This is an optimization exercise on Yosys and OpenROAD, whose aim is small area, a short achievable clock period and few clock cycles per item, not a production implementation. No run shown here included a check of the RTL's function; only the layout flow was run. No activity file was given, so power comes from the tool's default toggle rates.

==> flow/flow/run.sh <==
#!/bin/bash
# The standard layout, with two changes to how the cells are sized:
#  - the port buffers are made from the smallest buffer cell (buf_1);
#  - after floorplan, every combinational cell is set to the smallest drive
#    strength of its footprint, so that the later timing repair sizes up
#    only what the timing needs.
# Each tool's output goes to a log of its own in the work folder.
set -euo pipefail
cd "$(dirname "$0")/.."
W=$PWD
R=$W/orfs/results/${FLOW_PLATFORM:-sky130hd}/dtl_hdr_codec/base
PB="BUFFER_PORTS_ARGS=-buffer_cell sky130_fd_sc_hd__buf_1"
bash standard.sh "$PB" floorplan > flow_make_floorplan.log 2>&1
RESULTS=$R openroad -no_init -exit flow/downsize.tcl > flow_downsize.log 2>&1
bash standard.sh "$PB" finish > flow_make_finish.log 2>&1
==> flow/flow/downsize.tcl <==
# Set every combinational cell of 2_floorplan.odb to the smallest drive
# strength (_1) of its footprint. Registers, clock cells and tie cells stay.
set lib $::env(FLOW_HOME)/platforms/sky130hd/lib/sky130_fd_sc_hd__tt_025C_1v80.lib
read_liberty $lib
read_db $::env(RESULTS)/2_floorplan.odb
set db [ord::get_db]
set n 0
foreach inst [[ord::get_db_block] getInsts] {
  set m [[$inst getMaster] getName]
  if {![regexp {^(sky130_fd_sc_hd__[a-z0-9]+)_([0-9]+)$} $m -> base size]} { continue }
  if {$size == 1} { continue }
  if {[regexp {__(df|sdf|edf|dl|clk|conb|tap|fill|decap|diode|probe|lpflow)} $base]} { continue }
  set target ${base}_1
  set tm [$db findMaster $target]
  if {$tm == "NULL" || $tm == ""} { continue }
  puts "downsize [$inst getName] $m -> $target"
  $inst swapMaster $tm
  incr n
}
puts "downsized $n cells"
write_db $::env(RESULTS)/2_floorplan.odb
==> flow/standard.sh <==
#!/bin/bash
# synth_recipe.tcl (not shown) runs the flow's synth.tcl, then flattens the netlist and writes it again
# the make line also repeats each setting of config.mk as NAME=value (left out here)
make -C /OpenROAD-flow-scripts/flow DESIGN_CONFIG=/design/flow/config.mk WORK_HOME=/design/flow/orfs CLKGATE_MAP_FILE= SYNTH_SCRIPT=/design/flow/synth_recipe.tcl "${@:-finish}"
==> flow/config.mk <==
export PLATFORM = sky130hd
export DESIGN_NAME = dtl_hdr_codec
export DESIGN_NICKNAME = dtl_hdr_codec
export VERILOG_FILES = /design/flow/design.v
export SDC_FILE = /design/flow/constraint.sdc
export NUM_CORES = 4
export LEC_CHECK = 0
export CAP_MARGIN = 20
export CORE_AREA = 10 10 290 290
export DIE_AREA = 0 0 300 300
export SETUP_SLACK_MARGIN = 2.9
export SLEW_MARGIN = 20
export SYNTH_HIERARCHICAL = 1
export SYNTH_MINIMUM_KEEP_SIZE = 0
export TNS_END_PERCENT = 100
==> flow/constraint.sdc <==
create_clock -name core_clock -period 5.0 [get_ports {clk}]
set_input_delay 1.0000 -clock core_clock [delete_from_list [all_inputs] [get_ports {clk}]]
set_output_delay 1.0000 -clock core_clock [all_outputs]
set_load 0.01 [all_outputs]
==> flow/design.v <==
module dtl_hdr_codec (
    input  wire         clk,
    input  wire         rst,
    input  wire         cmd_valid,
    output wire         cmd_ready,
    input  wire         cmd_op,        
    input  wire         cmd_scr_en,    
    input  wire [11:0]  b_plen,
    input  wire [11:0]  b_seq,
    input  wire [3:0]   b_mod,
    input  wire [3:0]   b_fec,
    input  wire [7:0]   b_flen,
    input  wire [7:0]   b_cwid,
    input  wire [13:0]  b_off,
    input  wire [13:0]  b_short,
    input  wire [3:0]   b_emod,
    input  wire [3:0]   b_efec,
    input  wire [767:0] hdr_in,
    output wire         res_valid,
    output wire [95:0]  hdr_out,       
    output wire         res_ok,        
    output wire [11:0]  r_plen,
    output wire [11:0]  r_seq,
    output wire [3:0]   r_mod,
    output wire [3:0]   r_fec,
    output wire [7:0]   r_flen,
    output wire [7:0]   r_cwid,
    output wire [13:0]  r_off,
    output wire [13:0]  r_short,
    output wire [3:0]   r_emod,
    output wire [3:0]   r_efec
);
    localparam HB = 96;
    localparam [95:0] SCR_SEQ = 96'h542de72b306d746440934f70;
    reg [HB-1:0] body_bits;    
    reg [HB-1:0] sign_bits;    
    integer k;
    always @* begin
        body_bits = {HB{1'b0}};
        for (k = 0; k < 12; k = k + 1) body_bits[ 0 + k] = b_plen [11 - k];
        for (k = 0; k < 12; k = k + 1) body_bits[12 + k] = b_seq  [11 - k];
        for (k = 0; k < 4;  k = k + 1) body_bits[24 + k] = b_mod  [3 - k];
        for (k = 0; k < 4;  k = k + 1) body_bits[28 + k] = b_fec  [3 - k];
        for (k = 0; k < 8;  k = k + 1) body_bits[32 + k] = b_flen [7 - k];
        for (k = 0; k < 8;  k = k + 1) body_bits[40 + k] = b_cwid [7 - k];
        for (k = 0; k < 14; k = k + 1) body_bits[48 + k] = b_off  [13 - k];
        for (k = 0; k < 14; k = k + 1) body_bits[62 + k] = b_short[13 - k];
        for (k = 0; k < 4;  k = k + 1) body_bits[76 + k] = b_emod [3 - k];
        for (k = 0; k < 4;  k = k + 1) body_bits[80 + k] = b_efec [3 - k];
    end
    always @* begin
        for (k = 0; k < HB; k = k + 1) sign_bits[k] = hdr_in[8*k + 7];
    end
    assign cmd_ready = 1'b1;
    wire        op_n = ~cmd_op;
    wire [83:0] mn;
    wire [83:0] y_d;
    genvar gi;
    generate
        for (gi = 0; gi < 84; gi = gi + 1) begin : g_sel
            dtl_aoi22 u_m (.a1(cmd_op), .a2(sign_bits[gi]), .b1(op_n), .b2(body_bits[gi]), .y(mn[gi]));
            if (SCR_SEQ[gi]) begin : g_scr
                dtl_xnor2 u_s (.a(mn[gi]), .b(cmd_scr_en), .y(y_d[gi]));
            end else begin : g_pass
                assign y_d[gi] = ~mn[gi];
            end
        end
    endgenerate
    wire [3:0]  m_hi = cmd_op ? sign_bits[87:84] : 4'h0;
    wire [7:0]  mx   = cmd_op ? sign_bits[95:88] : 8'h00;
    wire        pe   = cmd_op && cmd_scr_en;
    wire n0;
    dtl_xor2  u_n0 (.a(mn[24]), .b(mn[3]), .y(n0));
    wire n1;
    dtl_xor2  u_n1 (.a(mn[39]), .b(mn[58]), .y(n1));
    wire n2;
    dtl_xor2  u_n2 (.a(mn[44]), .b(mn[7]), .y(n2));
    wire n3;
    dtl_xor2  u_n3 (.a(mn[26]), .b(mn[6]), .y(n3));
    wire n4;
    dtl_xor2  u_n4 (.a(mn[43]), .b(mn[53]), .y(n4));
    wire n5;
    dtl_xor2  u_n5 (.a(mn[23]), .b(mn[38]), .y(n5));
    wire n6;
    dtl_xor2  u_n6 (.a(mn[71]), .b(mn[73]), .y(n6));
    wire n7;
    dtl_xor2  u_n7 (.a(mn[4]), .b(mn[40]), .y(n7));
    wire n8;
    dtl_xor2  u_n8 (.a(mn[27]), .b(mn[41]), .y(n8));
    wire n9;
    dtl_xor2  u_n9 (.a(mn[13]), .b(mn[21]), .y(n9));
    wire n10;
    dtl_xor2  u_n10 (.a(mn[1]), .b(mn[37]), .y(n10));
    wire n11;
    dtl_xor2  u_n11 (.a(mn[69]), .b(mn[74]), .y(n11));
    wire n12;
    dtl_xor2  u_n12 (.a(mn[75]), .b(mn[81]), .y(n12));
    wire n13;
    dtl_xor2  u_n13 (.a(mn[25]), .b(mn[70]), .y(n13));
    wire n14;
    dtl_xor2  u_n14 (.a(mn[48]), .b(mn[57]), .y(n14));
    wire n15;
    dtl_xor2  u_n15 (.a(mn[2]), .b(mn[36]), .y(n15));
    wire n16;
    dtl_xor2  u_n16 (.a(mn[22]), .b(mn[72]), .y(n16));
    wire n17;
    dtl_xor2  u_n17 (.a(mn[35]), .b(mn[46]), .y(n17));
    wire n18;
    dtl_xor2  u_n18 (.a(mn[10]), .b(mn[42]), .y(n18));
    wire n19;
    dtl_xor2  u_n19 (.a(mn[0]), .b(mn[8]), .y(n19));
    wire n20;
    dtl_xor2  u_n20 (.a(mn[55]), .b(mn[59]), .y(n20));
    wire n21;
    dtl_xor2  u_n21 (.a(mn[5]), .b(mn[77]), .y(n21));
    wire n22;
    dtl_xor2  u_n22 (.a(mn[19]), .b(pe), .y(n22));
    wire n23;
    dtl_xor2  u_n23 (.a(cmd_scr_en), .b(mn[78]), .y(n23));
    wire n24;
    dtl_xor2  u_n24 (.a(mn[17]), .b(mn[28]), .y(n24));
    wire n25;
    dtl_xor2  u_n25 (.a(mn[14]), .b(mn[20]), .y(n25));
    wire n26;
    dtl_xor2  u_n26 (.a(mn[56]), .b(mn[83]), .y(n26));
    wire n27;
    dtl_xor2  u_n27 (.a(mn[18]), .b(mn[52]), .y(n27));
    wire n28;
    dtl_xor2  u_n28 (.a(mn[16]), .b(mn[45]), .y(n28));
    wire n29;
    dtl_xor2  u_n29 (.a(mn[33]), .b(mn[79]), .y(n29));
    wire n30;
    dtl_xor2  u_n30 (.a(mn[42]), .b(m_hi[1]), .y(n30));
    wire n31;
    dtl_xor2  u_n31 (.a(mn[32]), .b(mn[49]), .y(n31));
    wire n32;
    dtl_xor2  u_n32 (.a(mn[61]), .b(m_hi[0]), .y(n32));
    wire n33;
    dtl_xor2  u_n33 (.a(mn[12]), .b(mn[47]), .y(n33));
    wire n34;
    dtl_xor2  u_n34 (.a(mn[11]), .b(mn[51]), .y(n34));
    wire n35;
    dtl_xor2  u_n35 (.a(m_hi[3]), .b(mn[9]), .y(n35));
    wire n36;
    dtl_xor2  u_n36 (.a(mn[34]), .b(mn[82]), .y(n36));
    wire n37;
    dtl_xor2  u_n37 (.a(mn[64]), .b(mn[66]), .y(n37));
    wire n38;
    dtl_xor2  u_n38 (.a(mn[31]), .b(mn[63]), .y(n38));
    wire n39;
    dtl_xor2  u_n39 (.a(mn[65]), .b(m_hi[2]), .y(n39));
    wire n40;
    dtl_xor2  u_n40 (.a(mn[60]), .b(mn[76]), .y(n40));
    wire n41;
    dtl_xor2  u_n41 (.a(mn[50]), .b(mn[62]), .y(n41));
    wire n42;
    dtl_xor2  u_n42 (.a(mn[29]), .b(mn[54]), .y(n42));
    wire n43;
    dtl_xor2  u_n43 (.a(mn[15]), .b(mn[5]), .y(n43));
    wire n44;
    dtl_xor2  u_n44 (.a(mn[30]), .b(mn[67]), .y(n44));
    wire n45;
    dtl_xor2  u_n45 (.a(mn[35]), .b(mn[80]), .y(n45));
    wire n46;
    dtl_xor2  u_n46 (.a(mn[39]), .b(mn[68]), .y(n46));
    wire n47;
    dtl_xor2  u_n47 (.a(mn[11]), .b(mn[67]), .y(n47));
    wire n48;
    dtl_xor2  u_n48 (.a(mn[54]), .b(mn[45]), .y(n48));
    wire n49;
    dtl_xor2  u_n49 (.a(mn[81]), .b(mx[0]), .y(n49));
    wire n50;
    dtl_xor2  u_n50 (.a(mn[65]), .b(mn[28]), .y(n50));
    wire n51;
    dtl_xor2  u_n51 (.a(mn[38]), .b(mn[1]), .y(n51));
    wire n52;
    dtl_xor2  u_n52 (.a(mx[1]), .b(mn[83]), .y(n52));
    wire n53;
    dtl_xor2  u_n53 (.a(mn[9]), .b(mn[41]), .y(n53));
    wire n54;
    dtl_xor2  u_n54 (.a(mn[12]), .b(mn[23]), .y(n54));
    wire n55;
    dtl_xor2  u_n55 (.a(mn[66]), .b(mn[33]), .y(n55));
    wire n56;
    dtl_xor2  u_n56 (.a(mn[61]), .b(mn[21]), .y(n56));
    wire n57;
    dtl_xor2  u_n57 (.a(mn[15]), .b(mn[44]), .y(n57));
    wire n58;
    dtl_xor2  u_n58 (.a(mn[50]), .b(mn[49]), .y(n58));
    wire n59;
    dtl_xor2  u_n59 (.a(mn[3]), .b(mn[26]), .y(n59));
    wire n60;
    dtl_xor2  u_n60 (.a(mn[22]), .b(mn[82]), .y(n60));
    wire n61;
    dtl_xor2  u_n61 (.a(mn[71]), .b(m_hi[0]), .y(n61));
    wire n62;
    dtl_xor2  u_n62 (.a(mn[51]), .b(mx[2]), .y(n62));
    wire n63;
    dtl_xor2  u_n63 (.a(mn[47]), .b(mn[37]), .y(n63));
    wire n64;
    dtl_xor2  u_n64 (.a(mn[52]), .b(mn[6]), .y(n64));
    wire n65;
    dtl_xor2  u_n65 (.a(mn[60]), .b(mn[16]), .y(n65));
    wire n66;
    dtl_xor2  u_n66 (.a(mn[75]), .b(mn[14]), .y(n66));
    wire n67;
    dtl_xor2  u_n67 (.a(mn[73]), .b(mn[7]), .y(n67));
    wire n68;
    dtl_xor2  u_n68 (.a(mn[79]), .b(mn[43]), .y(n68));
    wire n69;
    dtl_xor2  u_n69 (.a(mx[3]), .b(mn[4]), .y(n69));
    wire n70;
    dtl_xor2  u_n70 (.a(mn[24]), .b(mn[29]), .y(n70));
    wire n71;
    dtl_xor2  u_n71 (.a(mn[64]), .b(mx[4]), .y(n71));
    wire n72;
    dtl_xor2  u_n72 (.a(mn[80]), .b(mn[57]), .y(n72));
    wire n73;
    dtl_xor2  u_n73 (.a(m_hi[2]), .b(mn[76]), .y(n73));
    wire n74;
    dtl_xor2  u_n74 (.a(mn[62]), .b(mn[25]), .y(n74));
    wire n75;
    dtl_xor2  u_n75 (.a(mn[48]), .b(mn[13]), .y(n75));
    wire n76;
    dtl_xor2  u_n76 (.a(m_hi[1]), .b(mn[30]), .y(n76));
    wire n77;
    dtl_xor2  u_n77 (.a(mn[18]), .b(mn[59]), .y(n77));
    wire n78;
    dtl_xor2  u_n78 (.a(mn[40]), .b(mn[74]), .y(n78));
    wire n79;
    dtl_xor2  u_n79 (.a(mn[63]), .b(mx[5]), .y(n79));
    wire n80;
    dtl_xor2  u_n80 (.a(mn[70]), .b(mn[32]), .y(n80));
    wire n81;
    dtl_xor2  u_n81 (.a(mn[36]), .b(mn[17]), .y(n81));
    wire n82;
    dtl_xor2  u_n82 (.a(mn[0]), .b(mn[27]), .y(n82));
    wire n83;
    dtl_xor2  u_n83 (.a(mx[7]), .b(mn[2]), .y(n83));
    wire n84;
    dtl_xor2  u_n84 (.a(mn[69]), .b(mn[20]), .y(n84));
    wire n85;
    dtl_xor2  u_n85 (.a(m_hi[3]), .b(mn[59]), .y(n85));
    wire n86;
    dtl_xor2  u_n86 (.a(mn[34]), .b(mn[56]), .y(n86));
    wire n87;
    dtl_xor2  u_n87 (.a(mn[53]), .b(mn[31]), .y(n87));
    wire n88;
    dtl_xor2  u_n88 (.a(n0), .b(n8), .y(n88));
    wire n89;
    dtl_xor2  u_n89 (.a(n1), .b(n4), .y(n89));
    wire n90;
    dtl_xor2  u_n90 (.a(n15), .b(n7), .y(n90));
    wire n91;
    dtl_xor2  u_n91 (.a(n16), .b(n9), .y(n91));
    wire n92;
    dtl_xor2  u_n92 (.a(n11), .b(n3), .y(n92));
    wire n93;
    dtl_xor2  u_n93 (.a(n12), .b(n6), .y(n93));
    wire n94;
    dtl_xor2  u_n94 (.a(n13), .b(n21), .y(n94));
    wire n95;
    dtl_xor2  u_n95 (.a(n18), .b(n23), .y(n95));
    wire n96;
    dtl_xor2  u_n96 (.a(n10), .b(n5), .y(n96));
    wire n97;
    dtl_xor2  u_n97 (.a(n2), .b(n33), .y(n97));
    wire n98;
    dtl_xor2  u_n98 (.a(n34), .b(n38), .y(n98));
    wire n99;
    dtl_xor2  u_n99 (.a(n0), .b(n45), .y(n99));
    wire n100;
    dtl_xor2  u_n100 (.a(n36), .b(n40), .y(n100));
    wire n101;
    dtl_xor2  u_n101 (.a(n35), .b(n39), .y(n101));
    wire n102;
    dtl_xor2  u_n102 (.a(n24), .b(n30), .y(n102));
    wire n103;
    dtl_xor2  u_n103 (.a(n14), .b(n17), .y(n103));
    wire n104;
    dtl_xor2  u_n104 (.a(n43), .b(n5), .y(n104));
    wire n105;
    dtl_xor2  u_n105 (.a(n14), .b(n22), .y(n105));
    wire n106;
    dtl_xor2  u_n106 (.a(n19), .b(n31), .y(n106));
    wire n107;
    dtl_xor2  u_n107 (.a(n20), .b(n44), .y(n107));
    wire n108;
    dtl_xor2  u_n108 (.a(n10), .b(n42), .y(n108));
    wire n109;
    dtl_xor2  u_n109 (.a(n28), .b(n41), .y(n109));
    wire n110;
    dtl_xor2  u_n110 (.a(n47), .b(n49), .y(n110));
    wire n111;
    dtl_xor2  u_n111 (.a(n48), .b(n51), .y(n111));
    wire n112;
    dtl_xor2  u_n112 (.a(n25), .b(n50), .y(n112));
    wire n113;
    dtl_xor2  u_n113 (.a(n11), .b(n13), .y(n113));
    wire n114;
    dtl_xor2  u_n114 (.a(n60), .b(n17), .y(n114));
    wire n115;
    dtl_xor2  u_n115 (.a(n54), .b(n57), .y(n115));
    wire n116;
    dtl_xor2  u_n116 (.a(n20), .b(n53), .y(n116));
    wire n117;
    dtl_xor2  u_n117 (.a(n58), .b(n52), .y(n117));
    wire n118;
    dtl_xor2  u_n118 (.a(n56), .b(n55), .y(n118));
    wire n119;
    dtl_xor2  u_n119 (.a(n1), .b(n59), .y(n119));
    wire n120;
    dtl_xor2  u_n120 (.a(mn[68]), .b(n25), .y(n120));
    wire n121;
    dtl_xor2  u_n121 (.a(n26), .b(n61), .y(n121));
    wire n122;
    dtl_xor2  u_n122 (.a(mn[0]), .b(n62), .y(n122));
    wire n123;
    dtl_xor2  u_n123 (.a(n68), .b(n65), .y(n123));
    wire n124;
    dtl_xor2  u_n124 (.a(n16), .b(n64), .y(n124));
    wire n125;
    dtl_xor2  u_n125 (.a(n66), .b(n32), .y(n125));
    wire n126;
    dtl_xor2  u_n126 (.a(n67), .b(n69), .y(n126));
    wire n127;
    dtl_xor2  u_n127 (.a(n26), .b(n46), .y(n127));
    wire n128;
    dtl_xor2  u_n128 (.a(n23), .b(n74), .y(n128));
    wire n129;
    dtl_xor2  u_n129 (.a(n71), .b(n27), .y(n129));
    wire n130;
    dtl_xor2  u_n130 (.a(n72), .b(n32), .y(n130));
    wire n131;
    dtl_xor2  u_n131 (.a(n6), .b(n73), .y(n131));
    wire n132;
    dtl_xor2  u_n132 (.a(n79), .b(n78), .y(n132));
    wire n133;
    dtl_xor2  u_n133 (.a(n77), .b(n76), .y(n133));
    wire n134;
    dtl_xor2  u_n134 (.a(n29), .b(n2), .y(n134));
    wire n135;
    dtl_xor2  u_n135 (.a(n12), .b(n19), .y(n135));
    wire n136;
    dtl_xor2  u_n136 (.a(n75), .b(mn[72]), .y(n136));
    wire n137;
    dtl_xor2  u_n137 (.a(n3), .b(n22), .y(n137));
    wire n138;
    dtl_xor2  u_n138 (.a(n37), .b(n2), .y(n138));
    wire n139;
    dtl_xor2  u_n139 (.a(n80), .b(mx[6]), .y(n139));
    wire n140;
    dtl_xor2  u_n140 (.a(n29), .b(n27), .y(n140));
    wire n141;
    dtl_xor2  u_n141 (.a(n37), .b(n85), .y(n141));
    wire n142;
    dtl_xor2  u_n142 (.a(n87), .b(n82), .y(n142));
    wire n143;
    dtl_xor2  u_n143 (.a(n9), .b(n83), .y(n143));
    wire n144;
    dtl_xor2  u_n144 (.a(n84), .b(n46), .y(n144));
    wire n145;
    dtl_xor2  u_n145 (.a(n86), .b(n18), .y(n145));
    wire n146;
    dtl_xor2  u_n146 (.a(n101), .b(n89), .y(n146));
    wire n147;
    dtl_xor2  u_n147 (.a(n91), .b(n95), .y(n147));
    wire n148;
    dtl_xor2  u_n148 (.a(n108), .b(n94), .y(n148));
    wire n149;
    dtl_xor2  u_n149 (.a(n107), .b(n92), .y(n149));
    wire n150;
    dtl_xor2  u_n150 (.a(n105), .b(n99), .y(n150));
    wire n151;
    dtl_xor2  u_n151 (.a(n106), .b(n90), .y(n151));
    wire n152;
    dtl_xor2  u_n152 (.a(n103), .b(n98), .y(n152));
    wire n153;
    dtl_xor2  u_n153 (.a(n109), .b(n88), .y(n153));
    wire n154;
    dtl_xor2  u_n154 (.a(n111), .b(n91), .y(n154));
    wire n155;
    dtl_xor2  u_n155 (.a(n112), .b(n113), .y(n155));
    wire n156;
    dtl_xor2  u_n156 (.a(n110), .b(n100), .y(n156));
    wire n157;
    dtl_xor2  u_n157 (.a(n114), .b(n118), .y(n157));
    wire n158;
    dtl_xor2  u_n158 (.a(n116), .b(n90), .y(n158));
    wire n159;
    dtl_xor2  u_n159 (.a(n117), .b(n93), .y(n159));
    wire n160;
    dtl_xor2  u_n160 (.a(n119), .b(n115), .y(n160));
    wire n161;
    dtl_xor2  u_n161 (.a(n121), .b(n122), .y(n161));
    wire n162;
    dtl_xor2  u_n162 (.a(n100), .b(n63), .y(n162));
    wire n163;
    dtl_xor2  u_n163 (.a(n104), .b(n90), .y(n163));
    wire n164;
    dtl_xor2  u_n164 (.a(n102), .b(n124), .y(n164));
    wire n165;
    dtl_xor2  u_n165 (.a(n126), .b(n125), .y(n165));
    wire n166;
    dtl_xor2  u_n166 (.a(n94), .b(n96), .y(n166));
    wire n167;
    dtl_xor2  u_n167 (.a(n123), .b(n88), .y(n167));
    wire n168;
    dtl_xor2  u_n168 (.a(n70), .b(n102), .y(n168));
    wire n169;
    dtl_xor2  u_n169 (.a(n129), .b(n97), .y(n169));
    wire n170;
    dtl_xor2  u_n170 (.a(n89), .b(n130), .y(n170));
    wire n171;
    dtl_xor2  u_n171 (.a(n131), .b(n128), .y(n171));
    wire n172;
    dtl_xor2  u_n172 (.a(n104), .b(n92), .y(n172));
    wire n173;
    dtl_xor2  u_n173 (.a(n136), .b(n134), .y(n173));
    wire n174;
    dtl_xor2  u_n174 (.a(n133), .b(n137), .y(n174));
    wire n175;
    dtl_xor2  u_n175 (.a(n135), .b(n132), .y(n175));
    wire n176;
    dtl_xor2  u_n176 (.a(n139), .b(n93), .y(n176));
    wire n177;
    dtl_xor2  u_n177 (.a(n88), .b(n81), .y(n177));
    wire n178;
    dtl_xor2  u_n178 (.a(n141), .b(n143), .y(n178));
    wire n179;
    dtl_xor2  u_n179 (.a(n96), .b(n142), .y(n179));
    wire n180;
    dtl_xor2  u_n180 (.a(n97), .b(n140), .y(n180));
    wire n181;
    dtl_xor2  u_n181 (.a(n145), .b(n93), .y(n181));
    wire n182;
    dtl_xor2  u_n182 (.a(n147), .b(n149), .y(n182));
    wire n183;
    dtl_xor2  u_n183 (.a(n156), .b(n154), .y(n183));
    wire n184;
    dtl_xor2  u_n184 (.a(n89), .b(n155), .y(n184));
    wire n185;
    dtl_xor2  u_n185 (.a(n150), .b(n151), .y(n185));
    wire n186;
    dtl_xor2  u_n186 (.a(n157), .b(n158), .y(n186));
    wire n187;
    dtl_xor2  u_n187 (.a(n148), .b(n120), .y(n187));
    wire n188;
    dtl_xnor2 u_n188 (.a(n159), .b(n160), .y(n188));
    wire n189;
    dtl_xor2  u_n189 (.a(n163), .b(n162), .y(n189));
    wire n190;
    dtl_xor2  u_n190 (.a(n161), .b(n153), .y(n190));
    wire n191;
    dtl_xor2  u_n191 (.a(n127), .b(n165), .y(n191));
    wire n192;
    dtl_xor2  u_n192 (.a(n164), .b(n166), .y(n192));
    wire n193;
    dtl_xor2  u_n193 (.a(n152), .b(n167), .y(n193));
    wire n194;
    dtl_xor2  u_n194 (.a(n169), .b(n151), .y(n194));
    wire n195;
    dtl_xor2  u_n195 (.a(n171), .b(n172), .y(n195));
    wire n196;
    dtl_xor2  u_n196 (.a(n170), .b(n168), .y(n196));
    wire n197;
    dtl_xor2  u_n197 (.a(n173), .b(n148), .y(n197));
    wire n198;
    dtl_xor2  u_n198 (.a(n175), .b(n174), .y(n198));
    wire n199;
    dtl_xor2  u_n199 (.a(n146), .b(n153), .y(n199));
    wire n200;
    dtl_xor2  u_n200 (.a(n177), .b(n138), .y(n200));
    wire n201;
    dtl_xor2  u_n201 (.a(n152), .b(n176), .y(n201));
    wire n202;
    dtl_xor2  u_n202 (.a(n144), .b(n180), .y(n202));
    wire n203;
    dtl_xnor2 u_n203 (.a(n179), .b(n150), .y(n203));
    wire n204;
    dtl_xor2  u_n204 (.a(n178), .b(n181), .y(n204));
    wire n205;
    dtl_xor2  u_n205 (.a(n185), .b(n183), .y(n205));
    wire n206;
    dtl_xnor2 u_n206 (.a(n186), .b(n187), .y(n206));
    wire n207;
    dtl_xor2  u_n207 (.a(n190), .b(n182), .y(n207));
    wire n208;
    dtl_xnor2 u_n208 (.a(n192), .b(n193), .y(n208));
    wire n209;
    dtl_xnor2 u_n209 (.a(n195), .b(n194), .y(n209));
    wire n210;
    dtl_xor2  u_n210 (.a(n197), .b(n198), .y(n210));
    wire n211;
    dtl_xnor2 u_n211 (.a(n200), .b(n182), .y(n211));
    wire n212;
    dtl_xor2  u_n212 (.a(n146), .b(n201), .y(n212));
    wire n213;
    dtl_xor2  u_n213 (.a(n204), .b(n202), .y(n213));
    wire [15:0] p_d = {n213, n212, n211, n210, n209, n208, n207, n206, n205, n203, n199, n196, n191, n189, n188, n184};
    reg                v_q;
    reg  [83:0]        y_q;
    reg                e_q;        
    reg  [16-1:0] p_q;
    always @(posedge clk) begin
        if (rst) v_q <= 1'b0;
        else     v_q <= cmd_valid;
        y_q <= y_d;
        e_q <= cmd_scr_en;
        p_q <= p_d;
    end
    wire q0;
    dtl_xor2  u_q0 (.a(p_q[7]), .b(p_q[0]), .y(q0));
    wire q1;
    dtl_xor2  u_q1 (.a(p_q[1]), .b(p_q[8]), .y(q1));
    wire q2;
    dtl_xor2  u_q2 (.a(p_q[9]), .b(p_q[2]), .y(q2));
    wire q3;
    dtl_xor2  u_q3 (.a(p_q[3]), .b(p_q[10]), .y(q3));
    wire q4;
    dtl_xor2  u_q4 (.a(p_q[4]), .b(p_q[11]), .y(q4));
    wire q5;
    dtl_xor2  u_q5 (.a(p_q[5]), .b(p_q[12]), .y(q5));
    wire q6;
    dtl_xor2  u_q6 (.a(p_q[13]), .b(p_q[14]), .y(q6));
    wire q7;
    dtl_xor2  u_q7 (.a(p_q[15]), .b(p_q[6]), .y(q7));
    wire [7:0] t = {q7, q6, q5, q4, q3, q2, q1, q0};
    assign res_valid = v_q;
    assign hdr_out   = {t, 2'b00, e_q, 1'b0, y_q};
    wire [3:0] ok_a;
    wire [1:0] ok_b;
    dtl_nor2  u_ok_a0 (.a(t[0]), .b(t[1]), .y(ok_a[0]));
    dtl_nor2  u_ok_a1 (.a(t[2]), .b(t[3]), .y(ok_a[1]));
    dtl_nor2  u_ok_a2 (.a(t[4]), .b(t[5]), .y(ok_a[2]));
    dtl_nor2  u_ok_a3 (.a(t[6]), .b(t[7]), .y(ok_a[3]));
    dtl_nand2 u_ok_b0 (.a(ok_a[0]), .b(ok_a[1]), .y(ok_b[0]));
    dtl_nand2 u_ok_b1 (.a(ok_a[2]), .b(ok_a[3]), .y(ok_b[1]));
    dtl_nor2  u_ok_c  (.a(ok_b[0]), .b(ok_b[1]), .y(res_ok));
    genvar g;
    generate
        for (g = 0; g < 12; g = g + 1) begin : g_plen
            assign r_plen[11 - g] = y_q[ 0 + g];
            assign r_seq [11 - g] = y_q[12 + g];
        end
        for (g = 0; g < 4; g = g + 1) begin : g_id
            assign r_mod [3 - g] = y_q[24 + g];
            assign r_fec [3 - g] = y_q[28 + g];
            assign r_emod[3 - g] = y_q[76 + g];
            assign r_efec[3 - g] = y_q[80 + g];
        end
        for (g = 0; g < 8; g = g + 1) begin : g_byte
            assign r_flen[7 - g] = y_q[32 + g];
            assign r_cwid[7 - g] = y_q[40 + g];
        end
        for (g = 0; g < 14; g = g + 1) begin : g_wide
            assign r_off  [13 - g] = y_q[48 + g];
            assign r_short[13 - g] = y_q[62 + g];
        end
    endgenerate
endmodule
module dtl_nor2 (input wire a, input wire b, output wire y);
    assign y = ~(a | b);
endmodule
module dtl_nand2 (input wire a, input wire b, output wire y);
    assign y = ~(a & b);
endmodule
module dtl_xnor2 (input wire a, input wire b, output wire y);
    assign y = ~(a ^ b);
endmodule
module dtl_aoi22 (input wire a1, input wire a2, input wire b1, input wire b2, output wire y);
    assign y = ~((a1 & a2) | (b1 & b2));
endmodule
module dtl_xor2 (input wire a, input wire b, output wire y);
    assign y = a ^ b;
endmodule
==> impl_metrics.ini, run 1 <==
[outcome]
outcome = timing/DRC/antenna clean

[final_layout]
syn_to_final_growth_pct = 73.49
seq_area_sq_um = 2047
multi_input_area_sq_um = 4340
final_layout_size_suffix_gt1_share_pct = 33.14
fillers = 8831
nets = 1887

[worst_setup_path]
path_common_cell = xor2_1
crit_chain = clkbuf_16, clkinvlp_4, buf_8, bufbuf_16, a22oi_2, buf_4, xor2_1, xor2_1, xor2_1, xor2_1, xor2_1
worstSetupEndpointType = flip-flop
crit_buf_inv = 5
crit_cells = 11
critPathRequiredTime_ns = 5.29
cp_max_fo = 5
cp_top_family = XOR/XNOR gates
arrival_ns = 3.20
worstSetupStartpointType = input pin
slowest_stage = bufbuf_16
critPathMaxStageDelay_ns = 0.29
crit_end = p_q[7]$_DFF_P_
worstSetupStartpoint = cmd_op
setup.worst_path.class = in -> reg

[synthesis]
synth_common_cells = xor2_1, dfxtp_1, buf_4
synthFlopType = dfxtp_1
synth_edf_count = 0
yosysWarnings = 7
synthMuxAreaShare_pct = 0
syn_area_per_cell_sq_um = 10.47
synthCells = 614
yosys.area.top_type = dfxtp_1
ys_seq_elements = 102
synth_most_common_cell = xor2_1
yosysTopAreaCellShare_pct = 31.76
synth_top_family_by_area = XOR/XNOR gates
ys_seq_area_share_pct = 31.76
async_reset_ff_share_pct = 0
synth_compound_area_share_pct = 16.35
synth.area.top_cells = dfxtp_1, xor2_1, a22oi_2
synth_xor_area_share_pct = 35.69
syn-cell-area_sq_um = 6429
synth_simple_gate_area_share_pct = 1.946
synthAdderAreaFrac_pct = 0
yosysUniqueCellTypes = 13

[sta]
tightestPinTransition_ns = 0.7849
hold_viol = 0
slew_violations = 0
whs_ns = 0.7793
rsz0062_at_grt = yes
fin_crit_ns = 2.909
fmax_ghz = 0.3437
slew_headroom_pct = 47.67
fin_ws_ns = 2.091
setup_viol = 0
finalSetupTns_ns = 0
fin_crit_sh_pct = 58.19

[detailed_routing]
routedWlPerCell_um = 23.52
drc_errors = 0
drt_iter0_drc = 277
via_per_inst = 2.823
antenna_left = 0
vias = 5874
routed_wl_um = 48940
first_pass_iters = 4

[global_route]
antenna_found_initial = 10
grt.total_usage_pct = 10.43
overflow = 0
grt_pass1_wl_um = 61910
grt_pass1_vias = 6711
grt_max_degree = 57

[clock_network]
cts_inserted_buffers = 9
clk_pin_slew_ns = 0.08
holdBufCountCts = 0
cts.sinks = 102
cts_tree = built
clockBufferDepth = 2
htreeDepth = 3
cts_root_buffer = clkbuf_16

[floorplan]
io_pins = 1040
dieHeight_um = 300
num_rows = 102
die_area_sq_um = 90000
core_sq_um = 77590
start_util_pct = 8.285
die_x_um = 300

[power]
comb_power_share_pct = 52.9
p_total_uw = 3951
p_seq_share_pct = 27.5
pwr-share-clk_pct = 19.6
ir_drop_mv = 0.2942
power.leakage_uw = 0.004107
powerDensity_nw_per_um2 = 354.3
intPower_uw = 2251
p_sw_share_pct = 43.03
p_sw_uw = 1700

[placed_design]
portBuffers = 363
finalWeightedCongestion = 0.8120
hpwl_um = 39810
post-place-ws_ns = 0.6758

[min_path]
hp-class = in -> reg

[job]
maxCapViolations = 0
-- power groups by stage --
| stage | registers (uW) | clock network [uW] | logic [uW] |
|---|---|---|---|
| after floorplan | 1080 | 0 | 1070 |
| after global placement | 1070 | 0 | 1570 |
| after detailed placement | 1070 | 0 | 1580 |
| after CTS | 1070 | 784 | 1990 |
| after global routing | 1100 | 810 | 2220 |
| final | 1090 | 776 | 2090 |
-- cells in the final DEF (no fill, tap or decap) --
| cell | instances |
|---|---|
| buf_1 | 339 |
| xor2_1 | 126 |
| dfxtp_1 | 98 |
| buf_4 | 87 |
| a22oi_2 | 67 |
| xor2_2 | 67 |
| inv_1 | 44 |
| xnor2_1 | 44 |
| buf_6 | 32 |
| xor2_4 | 23 |
| a22oi_1 | 17 |
| buf_2 | 15 |
| buf_12 | 14 |
| and2_1 | 12 |
| clkbuf_16 | 11 |
| buf_16 | 7 |
| diode_2 | 6 |
| nor2_1 | 5 |
| conb_1 | 4 |
| dfxtp_2 | 4 |
| inv_6 | 3 |
| clkinvlp_4 | 2 |
| xnor2_2 | 2 |
| nand2_1 | 2 |
| inv_8 | 2 |
| buf_8 | 2 |
| and2_2 | 1 |
| nor2b_1 | 1 |
| bufinv_16 | 1 |
| clkbuf_8 | 1 |
| bufbuf_16 | 1 |
| clkbuf_2 | 1 |
-- layout make-up --
class                      instances  share of cell area (%)
clock buffer                       9                   2.019
multi-input combinational        371                   38.92
clock inverter                     7                  0.7741
antenna                            6                  0.1346
sequential                       102                   18.35
tap                             1040                   11.67
inverter                          45                   1.548
timing repair buffer             501                   26.59
-- timing repair --
| action | in CTS | in global routing |
|---|---|---|
| gates resized for setup | 221 | 49 |
| endpoints found under the setup margin | 118 | 34 |
| buffers inserted | 80 | 15 |
| pin swaps | 96 | 39 |
| gates cloned | 8 | 1 |
-- stage by stage --
| step | util, % | area, sq um | std cells |
|---|---|---|---|
| after floorplan | - | 6444 | 616 |
| after global placement | 10.59 | 8218 | 1955 |
| after detailed placement | 10.59 | 8218 | 1955 |
| after CTS | 13.81 | 10710 | 2059 |
| after global routing | 14.35 | 11140 | 2075 |
| final | 14.37 | 11150 | 2081 |
-- per-module statistics from Yosys (local to each module, per instance) --
module,area [sq um],times used,flip-flops and latches,cells
dtl_hdr_codec,3057,1,102,261
dtl_aoi22,12.51,84,0,1
dtl_xnor2,8.758,46,0,1
dtl_xor2,8.758,216,0,1
dtl_nand2,3.754,2,0,1
dtl_nor2,3.754,5,0,1
-- layer usage --
layer  share of wire [%]  track usage (%)
met5                   0                0
met4                 1.8            2.393
met3                 7.8            3.119
met2                  47            17.53
met1                  43            12.92
-- flip-flops by register name, summed over array words and instances (netlist names) --
name,count
e_q,1
p_q,16
v_q,1
y_q,84
-- worst min-delay path by stage --
stage | start | endpoint | cells past startpoint
floorplan | cmd_scr_en | e_q$_DFF_P_ | 0
CTS | rst | v_q$_SDFF_PP0_ | 2
global placement | rst | v_q$_SDFF_PP0_ | 2
detailed placement | rst | v_q$_SDFF_PP0_ | 2
global route | rst | v_q$_SDFF_PP0_ | 2
finish | rst | v_q$_SDFF_PP0_ | 2
-- logic make-up (layout without fill, tap and decap cells) --
family,Yosys count,in the layout
flops,102,102
buf+inv,143,562
other cells,2,10
simple gates,21,21
compound gates,84,84
xor+xnor,262,262
==> run 2, diff against run 1 <==
--- a/flow/design.v
+++ b/flow/design.v
@@ -434,39 +434,39 @@
     wire n181;
     dtl_xor2  u_n181 (.a(n145), .b(n93), .y(n181));
     wire n182;
-    dtl_xor2  u_n182 (.a(n147), .b(n149), .y(n182));
+    dtl_xnor2 u_n182 (.a(n147), .b(n149), .y(n182));
     wire n183;
-    dtl_xor2  u_n183 (.a(n156), .b(n154), .y(n183));
+    dtl_xnor2 u_n183 (.a(n156), .b(n154), .y(n183));
     wire n184;
     dtl_xor2  u_n184 (.a(n89), .b(n155), .y(n184));
     wire n185;
-    dtl_xor2  u_n185 (.a(n150), .b(n151), .y(n185));
+    dtl_xnor2 u_n185 (.a(n150), .b(n151), .y(n185));
     wire n186;
     dtl_xor2  u_n186 (.a(n157), .b(n158), .y(n186));
     wire n187;
-    dtl_xor2  u_n187 (.a(n148), .b(n120), .y(n187));
+    dtl_xnor2 u_n187 (.a(n148), .b(n120), .y(n187));
     wire n188;
     dtl_xnor2 u_n188 (.a(n159), .b(n160), .y(n188));
     wire n189;
     dtl_xor2  u_n189 (.a(n163), .b(n162), .y(n189));
     wire n190;
-    dtl_xor2  u_n190 (.a(n161), .b(n153), .y(n190));
+    dtl_xnor2 u_n190 (.a(n161), .b(n153), .y(n190));
     wire n191;
     dtl_xor2  u_n191 (.a(n127), .b(n165), .y(n191));
     wire n192;
-    dtl_xor2  u_n192 (.a(n164), .b(n166), .y(n192));
+    dtl_xnor2 u_n192 (.a(n164), .b(n166), .y(n192));
     wire n193;
     dtl_xor2  u_n193 (.a(n152), .b(n167), .y(n193));
     wire n194;
-    dtl_xor2  u_n194 (.a(n169), .b(n151), .y(n194));
+    dtl_xnor2 u_n194 (.a(n169), .b(n151), .y(n194));
     wire n195;
     dtl_xor2  u_n195 (.a(n171), .b(n172), .y(n195));
     wire n196;
     dtl_xor2  u_n196 (.a(n170), .b(n168), .y(n196));
     wire n197;
-    dtl_xor2  u_n197 (.a(n173), .b(n148), .y(n197));
+    dtl_xnor2 u_n197 (.a(n173), .b(n148), .y(n197));
     wire n198;
-    dtl_xor2  u_n198 (.a(n175), .b(n174), .y(n198));
+    dtl_xnor2 u_n198 (.a(n175), .b(n174), .y(n198));
     wire n199;
     dtl_xor2  u_n199 (.a(n146), .b(n153), .y(n199));
     wire n200;
@@ -479,29 +479,11 @@
     dtl_xnor2 u_n203 (.a(n179), .b(n150), .y(n203));
     wire n204;
     dtl_xor2  u_n204 (.a(n178), .b(n181), .y(n204));
-    wire n205;
-    dtl_xor2  u_n205 (.a(n185), .b(n183), .y(n205));
-    wire n206;
-    dtl_xnor2 u_n206 (.a(n186), .b(n187), .y(n206));
-    wire n207;
-    dtl_xor2  u_n207 (.a(n190), .b(n182), .y(n207));
-    wire n208;
-    dtl_xnor2 u_n208 (.a(n192), .b(n193), .y(n208));
-    wire n209;
-    dtl_xnor2 u_n209 (.a(n195), .b(n194), .y(n209));
-    wire n210;
-    dtl_xor2  u_n210 (.a(n197), .b(n198), .y(n210));
-    wire n211;
-    dtl_xnor2 u_n211 (.a(n200), .b(n182), .y(n211));
-    wire n212;
-    dtl_xor2  u_n212 (.a(n146), .b(n201), .y(n212));
-    wire n213;
-    dtl_xor2  u_n213 (.a(n204), .b(n202), .y(n213));
-    wire [15:0] p_d = {n213, n212, n211, n210, n209, n208, n207, n206, n205, n203, n199, n196, n191, n189, n188, n184};
+    wire [23:0] p_d = {n204, n203, n202, n201, n200, n199, n198, n197, n196, n195, n194, n193, n192, n191, n190, n189, n188, n187, n186, n185, n184, n183, n182, n146};
     reg                v_q;
     reg  [83:0]        y_q;
     reg                e_q;        
-    reg  [16-1:0] p_q;
+    reg  [24-1:0] p_q;
     always @(posedge clk) begin
         if (rst) v_q <= 1'b0;
         else     v_q <= cmd_valid;
@@ -510,22 +492,40 @@
         p_q <= p_d;
     end
     wire q0;
-    dtl_xor2  u_q0 (.a(p_q[7]), .b(p_q[0]), .y(q0));
+    dtl_xor2  u_q0 (.a(p_q[2]), .b(p_q[3]), .y(q0));
     wire q1;
-    dtl_xor2  u_q1 (.a(p_q[1]), .b(p_q[8]), .y(q1));
+    dtl_xor2  u_q1 (.a(p_q[7]), .b(p_q[5]), .y(q1));
     wire q2;
-    dtl_xor2  u_q2 (.a(p_q[9]), .b(p_q[2]), .y(q2));
+    dtl_xor2  u_q2 (.a(p_q[8]), .b(p_q[9]), .y(q2));
     wire q3;
-    dtl_xor2  u_q3 (.a(p_q[3]), .b(p_q[10]), .y(q3));
+    dtl_xor2  u_q3 (.a(p_q[11]), .b(p_q[10]), .y(q3));
     wire q4;
-    dtl_xor2  u_q4 (.a(p_q[4]), .b(p_q[11]), .y(q4));
+    dtl_xor2  u_q4 (.a(p_q[13]), .b(p_q[14]), .y(q4));
     wire q5;
-    dtl_xor2  u_q5 (.a(p_q[5]), .b(p_q[12]), .y(q5));
+    dtl_xor2  u_q5 (.a(p_q[16]), .b(p_q[18]), .y(q5));
     wire q6;
-    dtl_xor2  u_q6 (.a(p_q[13]), .b(p_q[14]), .y(q6));
+    dtl_xor2  u_q6 (.a(p_q[20]), .b(p_q[19]), .y(q6));
     wire q7;
-    dtl_xor2  u_q7 (.a(p_q[15]), .b(p_q[6]), .y(q7));
-    wire [7:0] t = {q7, q6, q5, q4, q3, q2, q1, q0};
+    dtl_xor2  u_q7 (.a(p_q[1]), .b(p_q[0]), .y(q7));
+    wire q8;
+    dtl_xor2  u_q8 (.a(p_q[21]), .b(p_q[22]), .y(q8));
+    wire q9;
+    dtl_xor2  u_q9 (.a(p_q[4]), .b(q0), .y(q9));
+    wire q10;
+    dtl_xor2  u_q10 (.a(q1), .b(p_q[6]), .y(q10));
+    wire q11;
+    dtl_xor2  u_q11 (.a(q2), .b(p_q[1]), .y(q11));
+    wire q12;
+    dtl_xor2  u_q12 (.a(q3), .b(p_q[12]), .y(q12));
+    wire q13;
+    dtl_xor2  u_q13 (.a(q4), .b(p_q[15]), .y(q13));
+    wire q14;
+    dtl_xor2  u_q14 (.a(p_q[17]), .b(q5), .y(q14));
+    wire q15;
+    dtl_xor2  u_q15 (.a(q7), .b(q6), .y(q15));
+    wire q16;
+    dtl_xor2  u_q16 (.a(p_q[23]), .b(q8), .y(q16));
+    wire [7:0] t = {q16, q15, q14, q13, q12, q11, q10, q9};
     assign res_valid = v_q;
     assign hdr_out   = {t, 2'b00, e_q, 1'b0, y_q};
     wire [3:0] ok_a;
==> run 2 against run 1 <==
Net effect: still clean; sequential share of layout area up 1.1 points; die area unchanged; wire length down 0.94%; utilization up 0.34 points; sequential cell count up 8; largest cell class unchanged.
==> impl_metrics.ini, run 2 <==
[outcome]
outcome = timing/DRC/antenna clean

[synthesis]
ys_seq_elements = 110
synthMuxAreaShare_pct = 0
syn-cell-area_sq_um = 6589
yosysWarnings = 7
syn_area_per_cell_sq_um = 10.59
synth_top_family_by_area = XOR/XNOR gates
synthFlopType = dfxtp_1
synth_most_common_cell = xor2_1
synth_compound_area_share_pct = 15.95
ys_seq_area_share_pct = 33.42
yosysUniqueCellTypes = 13
yosysTopAreaCellShare_pct = 33.42
synthCells = 622
synth.area.top_cells = dfxtp_1, xor2_1, a22oi_2
synth_edf_count = 0
async_reset_ff_share_pct = 0
yosys.area.top_type = dfxtp_1
synth_xor_area_share_pct = 34.83
synth_simple_gate_area_share_pct = 1.899
synth_common_cells = xor2_1, dfxtp_1, buf_4
synthAdderAreaFrac_pct = 0

[global_route]
grt_pass1_vias = 6723
grt_max_degree = 37
antenna_found_initial = 11
overflow = 0
grt_pass1_wl_um = 59510
grt.total_usage_pct = 9.969

[final_layout]
multi_input_area_sq_um = 4473
fillers = 8813
largest-register = y_q
largest_register_ffs = 84
final_common_cell = buf_1
syn_to_final_growth_pct = 73.24
fin_util_pct = 14.71
final_layout_size_suffix_gt1_share_pct = 35.17
nets = 1904
reg_top3 = y_q (84), p_q (24)
final_cell_mix = buf_1, xor2_1, dfxtp_1
seq_area_sq_um = 2220

[clock_network]
cts_inserted_buffers = 9
clk_pin_slew_ns = 0.08
cts_root_buffer = clkbuf_16
cts.sinks = 110
holdBufCountCts = 0
cts_tree = built
clockBufferDepth = 2
htreeDepth = 3

[min_path]
min-delay-start = rst
hp-class = in -> reg

[sta]
fin_crit_sh_pct = 53.92
setup_viol = 0
slew_headroom_pct = 57.75
slew_violations = 0
fmax_ghz = 0.3709
finalSetupTns_ns = 0
tightestPinTransition_ns = 0.6337
fin_crit_ns = 2.696
rsz0062_at_grt = yes
hold_viol = 0

[worst_setup_path]
arrival_ns = 2.96
cp_max_fo = 10
worstSetupEndpointType = flip-flop
setup.worst_path.class = in -> reg
critPathRequiredTime_ns = 5.26
worstSetupStartpointType = input pin
worstSetupStartpoint = cmd_op
crit_end = p_q[18]$_DFF_P_

[detailed_routing]
routedWlPerCell_um = 23.11
drt_iter0_drc = 225
via_per_inst = 2.868
drc_errors = 0
routed_wl_um = 48490
vias = 6018
first_pass_iters = 4
antenna_left = 0

[floorplan]
die_x_um = 300
start_util_pct = 8.491
io_pins = 1040
dieHeight_um = 300
num_rows = 102
die_area_sq_um = 90000
core_sq_um = 77590

[placed_design]
hpwl_um = 39080
finalWeightedCongestion = 0.8063
portBuffers = 363

[power]
powerDensity_nw_per_um2 = 371.7
power.leakage_uw = 0.004162
ir_drop_mv = 0.3672

[job]
maxCapViolations = 0
[run 2: changes by cell type in the layout (fill, tap and decap cells not counted), sizes merged]
cell    previous run  this run
clkinv             0         3
dfxtp            102       110
xor2             216       211
xnor2             46        51
inv               49        46
bufinv             1         0
clkbuf            13        16
buf              496       504
bufbuf             1         0
[run 2: stage by stage]
stage | hold slack, ns | total power (uW) | worst slack, ns | area (sq um) | instances
finish | 0.7872 | 4243 | 2.304 | 11410 | 2098
global route | 0.7809 | 4456 | 2.252 | 11400 | 2092
detailed placement | 1.175 | 2819 | 0.6206 | 8358 | 1962
floorplan | 1.028 | 2313 | 1.033 | 6611 | 624
global placement | 1.176 | 2820 | 0.6545 | 8358 | 1962
CTS | 0.7692 | 4064 | 2.388 | 10710 | 2074
[run 2: per-layer routing]
layer,up-vias,routed length [um],track usage [%]
met4,4,868,2.417
li1,2682,-,-
met2,374,22340,16.23
met1,2921,21520,12.80
met3,37,3729,2.846
met5,-,25,0
[run 2: worst max-delay path, stage by stage]
cell and delay (ns):
clkbuf_16 0.14, buf_4 0.20, buf_8 0.17, a22oi_2 0.21, buf_6 0.19, xor2_4 0.21, xor2_2 0.18, buf_4 0.15
xor2_2 0.18, xor2_1 0.27
[run 2: worst min path at each step]
stage          slack [ns]             end  cells past startpoint
2_1_floorplan        1.03     e_q$_DFF_P_                      0
3_3_place_gp         1.18  v_q$_SDFF_PP0_                      2
3_5_place_dp         1.17  v_q$_SDFF_PP0_                      2
4_1_cts              0.77  v_q$_SDFF_PP0_                      2
5_1_grt              0.78  v_q$_SDFF_PP0_                      2
6_report             0.79  v_q$_SDFF_PP0_                      2
[run 2: logic make-up after synthesis]
| kind of cell | count (synthesis) |
|---|---|
| and+or+nand+nor | 21 |
| xor gates and xnor gates | 262 |
| buffers and inverters | 143 |
| DFF | 110 |
| other | 2 |
| AOI/OAI and AO/OA | 84 |
[run 2: where the power goes]
group	switching (uW)	leakage, uW	internal [uW]
registers	135	0.000928	1080
clock network	373	0.000137	349
logic	1300	0.00310	1010
[run 2: what timing repair did]
item | in CTS | in global routing
pin swaps | 76 | 50
endpoints found under the setup margin | 130 | 35
gates cloned | 2 | 4
resized for setup | 219 | 76
setup buffers | 94 | 14
[run 2: modules after synthesis, one instance, submodules excluded]
module | cells | flops+latches | cell area (sq um)
dtl_aoi22 | 1 | 0 | 12.51
dtl_hdr_codec | 269 | 110 | 3217
dtl_nand2 | 1 | 0 | 3.754
dtl_nor2 | 1 | 0 | 3.754
dtl_xnor2 | 1 | 0 | 8.758
dtl_xor2 | 1 | 0 | 8.758
[run 2: area by class of cell]
cell class / count / share of cell area [%]
sequential: 110 / 19.45
inverter: 45 / 1.513
tap: 1040 / 11.40
clock inverter: 6 / 0.4933
multi-input combinational: 371 / 39.19
antenna: 6 / 0.1315
clock buffer: 10 / 2.006
timing repair buffer: 510 / 25.82

-- port drivers added, routing unchanged --
Ports are ideal in the flow. The routed layouts listed here were re-timed in OpenROAD.
Step 1, drivers: a clkbuf_16 drives clk and a buf_2 each remaining input, both assumed.
Step 2, shift: input delay + t, output delay - t, t = (earliest + latest rising clock arrival at the registers) / 2. This alone moves slack from input paths to output paths.
Three values: ideal, step 1, step 2; two values: the first two.
| run | shift t [ns] | setup slack, ns | worst slew at a driven data input, ns | pins driven straight from the clock port |
|---|---|---|---|---|
| run 1 | 0.416 | 2.091 / 1.899 / 1.483 | 0.25 | 1 |
| run 2 | 0.417 | 2.304 / 2.029 / 1.611 | 0.34 | 1 |
After both steps every run listed still meets setup and hold. The setup slack of run 2, which loses most, moves by -0.275 ns with the drivers and by -0.693 ns with both steps.
